This is an optimization exercise on Yosys and OpenROAD, whose aim is small area, a short achievable clock period and few clock cycles, not a production implementation.
Where RTL was checked, it was by simulation tests only, not by an equivalence proof against the original.
No activity file was given, so power comes from the tool's default toggle rates.

==> inputs of trial 3 <==
==> flow/design.v <==
module nr_vadd (
    input  wire        clk,
    input  wire        rst,         
    input  wire        in_valid,
    input  wire [31:0] in_a,
    input  wire [31:0] in_b,
    output wire        in_ready,
    output reg         out_valid,
    output reg  [31:0] out_sum,
    input  wire        out_ready
);
    reg         v0, v1, v2, vk;
    reg         rdy;            
    reg         adv;            
    reg  [31:0] skid;
    assign in_ready = rdy;
    wire        ia_h  = |in_a[30:23];
    wire        ib_h  = |in_b[30:23];
    wire [7:0]  ia_ee = {in_a[30:24], in_a[23] | ~ia_h};
    wire [7:0]  ib_ee = {in_b[30:24], in_b[23] | ~ib_h};
    reg  [7:0]  bgt, beq;
    integer t, u;
    always @(*) begin
        bgt = in_b[30:23] & ~in_a[30:23];
        beq = ~(in_b[30:23] ^ in_a[30:23]);
        for (t = 1; t < 8; t = t * 2)
            for (u = 2*t - 1; u < 8; u = u + 2*t) begin
                bgt[u] = bgt[u] | (beq[u] & bgt[u-t]);
                beq[u] = beq[u] & beq[u-t];
            end
    end
    reg  [32:0] ra, rb;
    reg         bige;                       
    always @(posedge clk) if (adv) begin
        ra   <= {in_a[31], ia_ee, ia_h, in_a[22:0]};
        rb   <= {in_b[31], ib_ee, ib_h, in_b[22:0]};
        bige <= bgt[7];
    end
    wire [7:0]  a_ee = ra[31:24];
    wire [7:0]  b_ee = rb[31:24];
    wire        a_h  = ra[23];
    wire        b_h  = rb[23];
    wire        a_emax = &a_ee;
    wire        b_emax = &b_ee;
    wire        a_fz = ~|ra[22:0];
    wire        b_fz = ~|rb[22:0];
    wire        a_nan = a_emax & ~a_fz;
    wire        b_nan = b_emax & ~b_fz;
    wire        a_inf = a_emax & a_fz;
    wire        b_inf = b_emax & b_fz;
    wire        sub   = ra[32] ^ rb[32];
    wire        s_nan = a_nan | b_nan | (a_inf & b_inf & sub);
    wire [23:0] a_m  = {a_h, ra[22:0]};
    wire [23:0] b_m  = {b_h, rb[22:0]};
    wire [23:0] x_m  = bige ? b_m : a_m;
    wire [23:0] y_m  = bige ? a_m : b_m;
    wire [7:0]  x_ee = bige ? b_ee : a_ee;
    wire [7:0]  y_ee = bige ? a_ee : b_ee;
    wire [7:0]  d    = x_ee - y_ee;
    wire [4:0]  sh   = d[4:0];
    wire        big  = |d[7:5];                 
    wire        neg  = sub & ~bige & (a_ee == b_ee) & (b_m > a_m);
    wire        x_s  = (bige | neg) ? rb[32] : ra[32];
    wire [26:0] t0 = {y_m, 3'd0};
    wire [26:0] t1 = sh[4] ? {16'd0, t0[26:16]} : t0;
    wire        k1 = sh[4] & (|t0[15:0]);
    wire [26:0] t2 = sh[3] ? {8'd0, t1[26:8]} : t1;
    wire        k2 = sh[3] & (|t1[7:0]);
    wire [26:0] t3 = sh[2] ? {4'd0, t2[26:4]} : t2;
    wire        k3 = sh[2] & (|t2[3:0]);
    wire [26:0] t4 = sh[1] ? {2'd0, t3[26:2]} : t3;
    wire        k4 = sh[1] & (|t3[1:0]);
    wire [26:0] t5 = sh[0] ? {1'd0, t4[26:1]} : t4;
    wire        k5 = sh[0] & t4[0];
    wire [26:0] y_al = big ? {26'd0, |y_m} : {t5[26:1], t5[0] | k1 | k2 | k3 | k4 | k5};
    reg         p_s, p_sub, p_neg, p_nan;    
    reg  [7:0]  p_e;
    reg  [23:0] p_x;
    reg  [26:0] p_y;
    always @(posedge clk) if (adv) begin
        p_s   <= x_s;
        p_sub <= sub;
        p_neg <= neg;
        p_nan <= s_nan;
        p_e   <= x_ee;
        p_x   <= x_m ^ {24{neg}};
        p_y   <= y_al ^ {27{sub & ~neg}};
    end
    wire [27:0] ad_a = {p_neg, p_x, {3{p_neg}}};
    wire [27:0] ad_b = {p_sub & ~p_neg, p_y};
    wire [27:0] mag  = ad_a + ad_b + {27'd0, p_sub};
    wire [27:0] lim  = (p_e > 8'd27) ? 28'd0 : (28'h8000000 >> p_e);
    wire [31:0] lzin = {mag | lim, 4'b1111};
    wire [15:0] z1v; wire [15:0] z1c;
    wire [7:0]  z2v; wire [15:0] z2c;
    wire [3:0]  z3v; wire [11:0] z3c;
    wire [1:0]  z4v; wire [7:0]  z4c;
    genvar g;
    generate
        for (g = 0; g < 16; g = g + 1) begin : lz1
            assign z1v[g] = lzin[2*g+1] | lzin[2*g];
            assign z1c[g] = ~lzin[2*g+1];
        end
        for (g = 0; g < 8; g = g + 1) begin : lz2
            assign z2v[g] = z1v[2*g+1] | z1v[2*g];
            assign z2c[2*g+1:2*g] = z1v[2*g+1] ? {1'b0, z1c[2*g+1]} : {1'b1, z1c[2*g]};
        end
        for (g = 0; g < 4; g = g + 1) begin : lz3
            assign z3v[g] = z2v[2*g+1] | z2v[2*g];
            assign z3c[3*g+2:3*g] = z2v[2*g+1] ? {1'b0, z2c[4*g+3:4*g+2]} : {1'b1, z2c[4*g+1:4*g]};
        end
        for (g = 0; g < 2; g = g + 1) begin : lz4
            assign z4v[g] = z3v[2*g+1] | z3v[2*g];
            assign z4c[4*g+3:4*g] = z3v[2*g+1] ? {1'b0, z3c[6*g+5:6*g+3]} : {1'b1, z3c[6*g+2:6*g]};
        end
    endgenerate
    wire [4:0]  lz = z4v[1] ? {1'b0, z4c[7:4]} : {1'b1, z4c[3:0]};
    reg         q_s, q_zs, q_nan;
    reg  [7:0]  q_e;
    reg  [27:0] q_m;
    reg  [4:0]  q_lz;
    always @(posedge clk) if (adv) begin
        q_s   <= p_s;
        q_zs  <= p_s & ~p_sub;
        q_nan <= p_nan;
        q_e   <= p_e;
        q_m   <= mag;
        q_lz  <= lz;
    end
    wire [27:0] sl = q_m << q_lz;
    wire [26:0] nm = {sl[27:2], sl[1] | (sl[0] & ~|q_lz)};
    wire [8:0]  ne = {1'b0, q_e} + 9'd1 - {4'd0, q_lz};
    wire        r_up = nm[2] & (nm[1] | nm[0] | nm[3]);
    wire [30:0] pk   = {(nm[26] ? ne[7:0] : 8'd0), nm[25:3]};
    reg  [30:0] ones;
    integer m, n;
    always @(*) begin
        ones = pk;
        for (m = 1; m < 32; m = m * 2)
            for (n = 0; n < 31; n = n + 1)
                if (n & m)
                    ones[n] = ones[n] & ones[(n & ~(m - 1)) - 1];
    end
    wire [30:0] rnd  = pk ^ ({ones[29:0], 1'b1} & {31{r_up}});
    wire        ovf  = ne[8] | (ne[7:0] == 8'hFF);
    wire        zero = ~|q_m;
    reg  [31:0] res;
    always @(*) begin
        if (q_nan)
            res = 32'h7FC00000;
        else if ((&q_e) | ovf)           
            res = {q_s, 8'hFF, 23'd0};
        else
            res = {zero ? q_zs : q_s, rnd};
    end
    wire        push = adv & v2;
    always @(posedge clk) begin
        if (!vk) skid <= res;
        if (out_ready | ~out_valid) out_sum <= vk ? skid : res;
    end
    always @(posedge clk) begin
        if (rst) begin
            v0 <= 1'b0; v1 <= 1'b0; v2 <= 1'b0; vk <= 1'b0;
            rdy <= 1'b0; adv <= 1'b1; out_valid <= 1'b0;
        end else begin
            if (adv) begin
                v0 <= in_valid & rdy;
                v1 <= v0;
                v2 <= v1;
            end
            if (vk) begin
                if (out_ready) begin vk <= 1'b0; rdy <= 1'b1; adv <= 1'b1; end
            end else if (push & out_valid & ~out_ready) begin
                vk <= 1'b1; rdy <= 1'b0; adv <= 1'b0;
            end else begin
                rdy <= 1'b1;
            end
            out_valid <= vk | push | (out_valid & ~out_ready);
        end
    end
endmodule
==> flow/flow/run.sh <==
#!/bin/bash
set -euo pipefail
export BUFFER_PORTS_ARGS="-buffer_cell sky130_fd_sc_hd__buf_2"
bash standard.sh finish > flow_make.log 2>&1
==> flow/standard.sh <==
#!/bin/bash
# synth_recipe.tcl (not shown) runs the flow's synth.tcl, then flattens the netlist and writes it again
# the make line also repeats each setting of config.mk as NAME=value (left out here)
make -C /OpenROAD-flow-scripts/flow DESIGN_CONFIG=/design/flow/config.mk WORK_HOME=/design/flow/orfs CLKGATE_MAP_FILE= SYNTH_SCRIPT=/design/flow/synth_recipe.tcl "${@:-finish}"
==> flow/config.mk <==
export PLATFORM = sky130hd
export DESIGN_NAME = nr_vadd
export DESIGN_NICKNAME = nr_vadd
export VERILOG_FILES = /design/flow/design.v
export SDC_FILE = /design/flow/constraint.sdc
export NUM_CORES = 4
export LEC_CHECK = 0
export CAP_MARGIN = 60
export CORE_MARGIN = 2
export CORE_UTILIZATION = 70
export CTS_CLUSTER_DIAMETER = 120
export CTS_CLUSTER_SIZE = 24
export PLACE_DENSITY = 0.82
export SLEW_MARGIN = 60
==> flow/constraint.sdc <==
create_clock -name core_clock -period 20.0 [get_ports {clk}]
set_input_delay 4.0000 -clock core_clock [delete_from_list [all_inputs] [get_ports {clk}]]
set_output_delay 4.0000 -clock core_clock [all_outputs]
set_load 0.01 [all_outputs]
==> trial 42: changes against trial 3 <==
--- a/flow/design.v
+++ b/flow/design.v
@@ -15,25 +15,10 @@
     reg  [31:0] skid;
     assign in_ready = rdy;
-    wire        ia_h  = |in_a[30:23];
-    wire        ib_h  = |in_b[30:23];
-    wire [7:0]  ia_ee = {in_a[30:24], in_a[23] | ~ia_h};
-    wire [7:0]  ib_ee = {in_b[30:24], in_b[23] | ~ib_h};
-    reg  [7:0]  bgt, beq;
-    integer t, u;
-    always @(*) begin
-        bgt = in_b[30:23] & ~in_a[30:23];
-        beq = ~(in_b[30:23] ^ in_a[30:23]);
-        for (t = 1; t < 8; t = t * 2)
-            for (u = 2*t - 1; u < 8; u = u + 2*t) begin
-                bgt[u] = bgt[u] | (beq[u] & bgt[u-t]);
-                beq[u] = beq[u] & beq[u-t];
-            end
-    end
+    wire        ia_h = |in_a[30:23];
+    wire        ib_h = |in_b[30:23];
     reg  [32:0] ra, rb;
-    reg         bige;                       
     always @(posedge clk) if (adv) begin
-        ra   <= {in_a[31], ia_ee, ia_h, in_a[22:0]};
-        rb   <= {in_b[31], ib_ee, ib_h, in_b[22:0]};
-        bige <= bgt[7];
+        ra <= {in_a[31], in_a[30:24], in_a[23] | ~ia_h, ia_h, in_a[22:0]};
+        rb <= {in_b[31], in_b[30:24], in_b[23] | ~ib_h, ib_h, in_b[22:0]};
     end
     wire [7:0]  a_ee = ra[31:24];
@@ -51,4 +36,11 @@
     wire        sub   = ra[32] ^ rb[32];
     wire        s_nan = a_nan | b_nan | (a_inf & b_inf & sub);
+    wire        s_inf = a_inf | b_inf;
+    wire [8:0]  dab  = {1'b0, a_ee} - {1'b0, b_ee};
+    wire [7:0]  dba  = b_ee - a_ee;
+    wire        bige = dab[8];                  
+    wire [7:0]  d    = bige ? dba : dab[7:0];
+    wire [4:0]  sh   = d[4:0];
+    wire        big  = |d[7:5];                 
     wire [23:0] a_m  = {a_h, ra[22:0]};
     wire [23:0] b_m  = {b_h, rb[22:0]};
@@ -56,9 +48,5 @@
     wire [23:0] y_m  = bige ? a_m : b_m;
     wire [7:0]  x_ee = bige ? b_ee : a_ee;
-    wire [7:0]  y_ee = bige ? a_ee : b_ee;
-    wire [7:0]  d    = x_ee - y_ee;
-    wire [4:0]  sh   = d[4:0];
-    wire        big  = |d[7:5];                 
-    wire        neg  = sub & ~bige & (a_ee == b_ee) & (b_m > a_m);
+    wire        neg  = sub & (dab[7:0] == 8'd0) & (b_m > a_m);
     wire        x_s  = (bige | neg) ? rb[32] : ra[32];
     wire [26:0] t0 = {y_m, 3'd0};
@@ -74,5 +62,5 @@
     wire        k5 = sh[0] & t4[0];
     wire [26:0] y_al = big ? {26'd0, |y_m} : {t5[26:1], t5[0] | k1 | k2 | k3 | k4 | k5};
-    reg         p_s, p_sub, p_neg, p_nan;    
+    reg         p_s, p_zs, p_sub, p_neg, p_nan, p_inf;
     reg  [7:0]  p_e;
     reg  [23:0] p_x;
@@ -80,13 +68,15 @@
     always @(posedge clk) if (adv) begin
         p_s   <= x_s;
+        p_zs  <= ra[32] & rb[32];
         p_sub <= sub;
         p_neg <= neg;
         p_nan <= s_nan;
+        p_inf <= s_inf;
         p_e   <= x_ee;
-        p_x   <= x_m ^ {24{neg}};
-        p_y   <= y_al ^ {27{sub & ~neg}};
+        p_x   <= x_m;
+        p_y   <= y_al;
     end
-    wire [27:0] ad_a = {p_neg, p_x, {3{p_neg}}};
-    wire [27:0] ad_b = {p_sub & ~p_neg, p_y};
+    wire [27:0] ad_a = {1'b0, p_x, 3'd0} ^ {28{p_neg}};
+    wire [27:0] ad_b = {1'b0, p_y} ^ {28{p_sub & ~p_neg}};
     wire [27:0] mag  = ad_a + ad_b + {27'd0, p_sub};
     wire [27:0] lim  = (p_e > 8'd27) ? 28'd0 : (28'h8000000 >> p_e);
@@ -116,5 +106,5 @@
     endgenerate
     wire [4:0]  lz = z4v[1] ? {1'b0, z4c[7:4]} : {1'b1, z4c[3:0]};
-    reg         q_s, q_zs, q_nan;
+    reg         q_s, q_zs, q_nan, q_inf;
     reg  [7:0]  q_e;
     reg  [27:0] q_m;
@@ -122,6 +112,7 @@
     always @(posedge clk) if (adv) begin
         q_s   <= p_s;
-        q_zs  <= p_s & ~p_sub;
+        q_zs  <= p_zs;
         q_nan <= p_nan;
+        q_inf <= p_inf;
         q_e   <= p_e;
         q_m   <= mag;
@@ -138,7 +129,6 @@
         ones = pk;
         for (m = 1; m < 32; m = m * 2)
-            for (n = 0; n < 31; n = n + 1)
-                if (n & m)
-                    ones[n] = ones[n] & ones[(n & ~(m - 1)) - 1];
+            for (n = 30; n >= m; n = n - 1)
+                ones[n] = ones[n] & ones[n-m];
     end
     wire [30:0] rnd  = pk ^ ({ones[29:0], 1'b1} & {31{r_up}});
@@ -149,5 +139,5 @@
         if (q_nan)
             res = 32'h7FC00000;
-        else if ((&q_e) | ovf)           
+        else if (q_inf | ovf)
             res = {q_s, 8'hFF, 23'd0};
         else
@@ -157,5 +147,6 @@
     always @(posedge clk) begin
         if (!vk) skid <= res;
-        if (out_ready | ~out_valid) out_sum <= vk ? skid : res;
+        if (out_ready) out_sum <= vk ? skid : res;
+        else if (!out_valid) out_sum <= res;
     end
     always @(posedge clk) begin
CAP_MARGIN = 90   (was 60)
CORE_UTILIZATION = 40   (was 70)
CTS_CLUSTER_DIAMETER = unset   (was 120)
CTS_CLUSTER_SIZE = unset   (was 24)
PLACE_DENSITY = 0.6   (was 0.82)
SLEW_MARGIN = 90   (was 60)
==> trial 62: changes against trial 3 <==
--- a/flow/design.v
+++ b/flow/design.v
@@ -19,21 +19,14 @@
     wire [7:0]  ia_ee = {in_a[30:24], in_a[23] | ~ia_h};
     wire [7:0]  ib_ee = {in_b[30:24], in_b[23] | ~ib_h};
-    reg  [7:0]  bgt, beq;
-    integer t, u;
-    always @(*) begin
-        bgt = in_b[30:23] & ~in_a[30:23];
-        beq = ~(in_b[30:23] ^ in_a[30:23]);
-        for (t = 1; t < 8; t = t * 2)
-            for (u = 2*t - 1; u < 8; u = u + 2*t) begin
-                bgt[u] = bgt[u] | (beq[u] & bgt[u-t]);
-                beq[u] = beq[u] & beq[u-t];
-            end
-    end
+    wire [3:0]  ia_eh = in_a[30:27], ib_eh = in_b[30:27];
+    wire [3:0]  ia_el = in_a[26:23], ib_el = in_b[26:23];
     reg  [32:0] ra, rb;
-    reg         bige;                       
+    reg         bgt_h, beq_h, bgt_l;
     always @(posedge clk) if (adv) begin
         ra   <= {in_a[31], ia_ee, ia_h, in_a[22:0]};
         rb   <= {in_b[31], ib_ee, ib_h, in_b[22:0]};
-        bige <= bgt[7];
+        bgt_h <= ib_eh > ia_eh;
+        beq_h <= ib_eh == ia_eh;
+        bgt_l <= ib_el > ia_el;
     end
     wire [7:0]  a_ee = ra[31:24];
@@ -51,4 +44,5 @@
     wire        sub   = ra[32] ^ rb[32];
     wire        s_nan = a_nan | b_nan | (a_inf & b_inf & sub);
+    wire        bige = bgt_h | (beq_h & bgt_l);    
     wire [23:0] a_m  = {a_h, ra[22:0]};
     wire [23:0] b_m  = {b_h, rb[22:0]};
@@ -60,6 +54,5 @@
     wire [4:0]  sh   = d[4:0];
     wire        big  = |d[7:5];                 
-    wire        neg  = sub & ~bige & (a_ee == b_ee) & (b_m > a_m);
-    wire        x_s  = (bige | neg) ? rb[32] : ra[32];
+    wire        x_s  = bige ? rb[32] : ra[32];
     wire [26:0] t0 = {y_m, 3'd0};
     wire [26:0] t1 = sh[4] ? {16'd0, t0[26:16]} : t0;
@@ -74,5 +67,5 @@
     wire        k5 = sh[0] & t4[0];
     wire [26:0] y_al = big ? {26'd0, |y_m} : {t5[26:1], t5[0] | k1 | k2 | k3 | k4 | k5};
-    reg         p_s, p_sub, p_neg, p_nan;    
+    reg         p_s, p_sub, p_nan;           
     reg  [7:0]  p_e;
     reg  [23:0] p_x;
@@ -81,13 +74,26 @@
         p_s   <= x_s;
         p_sub <= sub;
-        p_neg <= neg;
         p_nan <= s_nan;
         p_e   <= x_ee;
-        p_x   <= x_m ^ {24{neg}};
-        p_y   <= y_al ^ {27{sub & ~neg}};
+        p_x   <= x_m;
+        p_y   <= y_al ^ {27{sub}};
     end
-    wire [27:0] ad_a = {p_neg, p_x, {3{p_neg}}};
-    wire [27:0] ad_b = {p_sub & ~p_neg, p_y};
-    wire [27:0] mag  = ad_a + ad_b + {27'd0, p_sub};
+    wire [27:0] ad_a = {1'b0, p_x, 3'd0};
+    wire [27:0] ad_b = {p_sub, p_y};
+    wire [27:0] ad_p = ad_a ^ ad_b;
+    reg  [27:0] cg, cp;
+    integer l, j;
+    always @(*) begin
+        cg = ad_a & ad_b;
+        cp = ad_p;
+        for (l = 1; l < 28; l = l * 2)
+            for (j = 27; j >= l; j = j - 1) begin
+                cg[j] = cg[j] | (cp[j] & cg[j-l]);
+                cp[j] = cp[j] & cp[j-l];
+            end
+    end
+    wire        eac  = p_sub & cg[27];          
+    wire        flip = p_sub & ~cg[27];         
+    wire [27:0] mag  = ad_p ^ {cg[26:0] | (cp[26:0] & {27{eac}}), eac} ^ {28{flip}};
     wire [27:0] lim  = (p_e > 8'd27) ? 28'd0 : (28'h8000000 >> p_e);
     wire [31:0] lzin = {mag | lim, 4'b1111};
@@ -121,5 +127,5 @@
     reg  [4:0]  q_lz;
     always @(posedge clk) if (adv) begin
-        q_s   <= p_s;
+        q_s   <= p_s ^ flip;
         q_zs  <= p_s & ~p_sub;
         q_nan <= p_nan;
CAP_MARGIN = 75   (was 60)
CORE_UTILIZATION = 60   (was 70)
PLACE_DENSITY = 0.75   (was 0.82)
SLEW_MARGIN = 75   (was 60)
==> build 98: changes against trial 3 <==
--- a/flow/design.v
+++ b/flow/design.v
@@ -15,25 +15,10 @@
     reg  [31:0] skid;
     assign in_ready = rdy;
-    wire        ia_h  = |in_a[30:23];
-    wire        ib_h  = |in_b[30:23];
-    wire [7:0]  ia_ee = {in_a[30:24], in_a[23] | ~ia_h};
-    wire [7:0]  ib_ee = {in_b[30:24], in_b[23] | ~ib_h};
-    reg  [7:0]  bgt, beq;
-    integer t, u;
-    always @(*) begin
-        bgt = in_b[30:23] & ~in_a[30:23];
-        beq = ~(in_b[30:23] ^ in_a[30:23]);
-        for (t = 1; t < 8; t = t * 2)
-            for (u = 2*t - 1; u < 8; u = u + 2*t) begin
-                bgt[u] = bgt[u] | (beq[u] & bgt[u-t]);
-                beq[u] = beq[u] & beq[u-t];
-            end
-    end
+    wire        ia_h = |in_a[30:23];
+    wire        ib_h = |in_b[30:23];
     reg  [32:0] ra, rb;
-    reg         bige;                       
     always @(posedge clk) if (adv) begin
-        ra   <= {in_a[31], ia_ee, ia_h, in_a[22:0]};
-        rb   <= {in_b[31], ib_ee, ib_h, in_b[22:0]};
-        bige <= bgt[7];
+        ra <= {in_a[31], in_a[30:24], in_a[23] | ~ia_h, ia_h, in_a[22:0]};
+        rb <= {in_b[31], in_b[30:24], in_b[23] | ~ib_h, ib_h, in_b[22:0]};
     end
     wire [7:0]  a_ee = ra[31:24];
@@ -51,4 +36,11 @@
     wire        sub   = ra[32] ^ rb[32];
     wire        s_nan = a_nan | b_nan | (a_inf & b_inf & sub);
+    wire        s_inf = a_inf | b_inf;
+    wire [8:0]  dab  = {1'b0, a_ee} - {1'b0, b_ee};
+    wire [7:0]  dba  = b_ee - a_ee;
+    wire        bige = dab[8];                  
+    wire [7:0]  d    = bige ? dba : dab[7:0];
+    wire [4:0]  sh   = d[4:0];
+    wire        big  = |d[7:5];                 
     wire [23:0] a_m  = {a_h, ra[22:0]};
     wire [23:0] b_m  = {b_h, rb[22:0]};
@@ -56,9 +48,5 @@
     wire [23:0] y_m  = bige ? a_m : b_m;
     wire [7:0]  x_ee = bige ? b_ee : a_ee;
-    wire [7:0]  y_ee = bige ? a_ee : b_ee;
-    wire [7:0]  d    = x_ee - y_ee;
-    wire [4:0]  sh   = d[4:0];
-    wire        big  = |d[7:5];                 
-    wire        neg  = sub & ~bige & (a_ee == b_ee) & (b_m > a_m);
+    wire        neg  = sub & (dab[7:0] == 8'd0) & (b_m > a_m);
     wire        x_s  = (bige | neg) ? rb[32] : ra[32];
     wire [26:0] t0 = {y_m, 3'd0};
@@ -74,5 +62,5 @@
     wire        k5 = sh[0] & t4[0];
     wire [26:0] y_al = big ? {26'd0, |y_m} : {t5[26:1], t5[0] | k1 | k2 | k3 | k4 | k5};
-    reg         p_s, p_sub, p_neg, p_nan;    
+    reg         p_s, p_zs, p_sub, p_neg, p_nan, p_inf;
     reg  [7:0]  p_e;
     reg  [23:0] p_x;
@@ -80,13 +68,15 @@
     always @(posedge clk) if (adv) begin
         p_s   <= x_s;
+        p_zs  <= ra[32] & rb[32];
         p_sub <= sub;
         p_neg <= neg;
         p_nan <= s_nan;
+        p_inf <= s_inf;
         p_e   <= x_ee;
-        p_x   <= x_m ^ {24{neg}};
-        p_y   <= y_al ^ {27{sub & ~neg}};
+        p_x   <= x_m;
+        p_y   <= y_al;
     end
-    wire [27:0] ad_a = {p_neg, p_x, {3{p_neg}}};
-    wire [27:0] ad_b = {p_sub & ~p_neg, p_y};
+    wire [27:0] ad_a = {1'b0, p_x, 3'd0} ^ {28{p_neg}};
+    wire [27:0] ad_b = {1'b0, p_y} ^ {28{p_sub & ~p_neg}};
     wire [27:0] mag  = ad_a + ad_b + {27'd0, p_sub};
     wire [27:0] lim  = (p_e > 8'd27) ? 28'd0 : (28'h8000000 >> p_e);
@@ -116,5 +106,5 @@
     endgenerate
     wire [4:0]  lz = z4v[1] ? {1'b0, z4c[7:4]} : {1'b1, z4c[3:0]};
-    reg         q_s, q_zs, q_nan;
+    reg         q_s, q_zs, q_nan, q_inf;
     reg  [7:0]  q_e;
     reg  [27:0] q_m;
@@ -122,6 +112,7 @@
     always @(posedge clk) if (adv) begin
         q_s   <= p_s;
-        q_zs  <= p_s & ~p_sub;
+        q_zs  <= p_zs;
         q_nan <= p_nan;
+        q_inf <= p_inf;
         q_e   <= p_e;
         q_m   <= mag;
@@ -138,7 +129,6 @@
         ones = pk;
         for (m = 1; m < 32; m = m * 2)
-            for (n = 0; n < 31; n = n + 1)
-                if (n & m)
-                    ones[n] = ones[n] & ones[(n & ~(m - 1)) - 1];
+            for (n = 30; n >= m; n = n - 1)
+                ones[n] = ones[n] & ones[n-m];
     end
     wire [30:0] rnd  = pk ^ ({ones[29:0], 1'b1} & {31{r_up}});
@@ -149,5 +139,5 @@
         if (q_nan)
             res = 32'h7FC00000;
-        else if ((&q_e) | ovf)           
+        else if (q_inf | ovf)
             res = {q_s, 8'hFF, 23'd0};
         else
@@ -157,5 +147,6 @@
     always @(posedge clk) begin
         if (!vk) skid <= res;
-        if (out_ready | ~out_valid) out_sum <= vk ? skid : res;
+        if (out_ready) out_sum <= vk ? skid : res;
+        else if (!out_valid) out_sum <= res;
     end
     always @(posedge clk) begin
==> flow/run.sh (new file) <==
#!/bin/bash
# synth_recipe.tcl (not shown) runs the flow's synth.tcl, then flattens the netlist and writes it again
# the make line also repeats each setting of config.mk as NAME=value (left out here)
make -C /OpenROAD-flow-scripts/flow DESIGN_CONFIG=/design/flow/config.mk WORK_HOME=/design/flow/orfs CLKGATE_MAP_FILE= SYNTH_SCRIPT=/design/flow/synth_recipe.tcl finish
CAP_MARGIN = 20   (was 60)
CORE_UTILIZATION = 40   (was 70)
CTS_CLUSTER_DIAMETER = unset   (was 120)
CTS_CLUSTER_SIZE = unset   (was 24)
PLACE_DENSITY = 0.6   (was 0.82)
SLEW_MARGIN = 20   (was 60)
removed: flow/flow/run.sh
removed: flow/standard.sh
==> comparison table <==
	trial 3	build 98	trial 62	trial 42
Pwr per Cell Area	119 nW/um2	129 nW/um2	136 nW/um2	-
Fraction of the mapped netlist area in adder cells	5.83%	6.19%	3.85%	6.19%
Most frequent cell after synthesis	edfxtp_1	edfxtp_1	nand2_1	edfxtp_1
Beginning of the worst hold path	p_nan$_DFFE_PP_	p_inf$_DFFE_PP_	p_nan$_DFFE_PP_	-
Detailed route wirelength on metal3	2.31 mm	1.67 mm	2.95 mm	-
Net switching component of the power	859 uW	967 uW	1.03 mW	-
Sequential Power	780 uW	791 uW	802 uW	-
Max Used Layer	met4	met4	met4	-
Critical path class	in -> reg	reg -> out	reg -> out	-
TritonCTS buffer count	14	28	14	29
TritonCTS clock tree	built	built	built	-
Fill cell count	1573	3996	2009	-
Maximum single-stage delay on the critical path	0.28 ns	0.55 ns	0.41 ns	-
Final period util	26.2%	27.5%	25.3%	-
Min Hold Slack	0.431 ns	0.417 ns	0.424 ns	-
Post-synthesis instance area	16600 um2	17100 um2	16000 um2	17100 um2
Slew @ Worst Pin	0.604 ns	1.09 ns	0.416 ns	-
Leakage component of the power	7.05 nW	7.62 nW	7.12 nW	-
Destination of the worst hold path	q_nan$_DFFE_PP_	q_inf$_DFFE_PP_	q_nan$_DFFE_PP_	-
Worst reg2reg endpoint	out_sum[5]$_DFFE_PN_	p_y[0]$_DFFE_PP_	out_sum[28]$_DFFE_PN_	-
Layout inverter count without the clock tree	79	88	52	-
Status	no timing/DRC/antenna violations	no timing/DRC/antenna violations	no timing/DRC/antenna violations	aborted with a tool error
Last stage reached	-	-	-	5_1_grt
Testbench counts of trial 62, summed over its fixed seeds: cycles 16,024.
No functional check of the RTL was part of trial 3, trial 42 and build 98.

-- what the ideal ports hide --
The flow's constraints put no driver on any port. The routed layouts listed below were extracted and timed again, unchanged, in two steps.
Step 1, drivers: a clkbuf_16 drives clk and a buf_2 each remaining input, both assumed.
Step 2 also shifts input and output timing later by t, the mid clock arrival at the registers, as if the neighbouring blocks saw the same clock.
Three values: ideal, step 1, step 2; two values: the first two.
run	t, ns	slack for setup (ns)	worst setup path at the end	clock arrival spread, ns	worst register clock-pin slew, ns
trial 3	0.537	14.767 / 14.794 / 14.257	input to register	0.034 / 0.034	0.11 / 0.11
trial 62	0.534	14.939 / 14.891 / 14.730	input to register	0.028 / 0.028	0.10 / 0.10
build 98	0.617	14.498 / 14.442 / 14.261	input to register	0.028 / 0.029	0.07 / 0.07
After both steps setup and hold are still met in every run listed. For trial 3, which loses most, drivers alone change the setup slack by +0.027 ns; drivers and shift together by -0.510 ns.
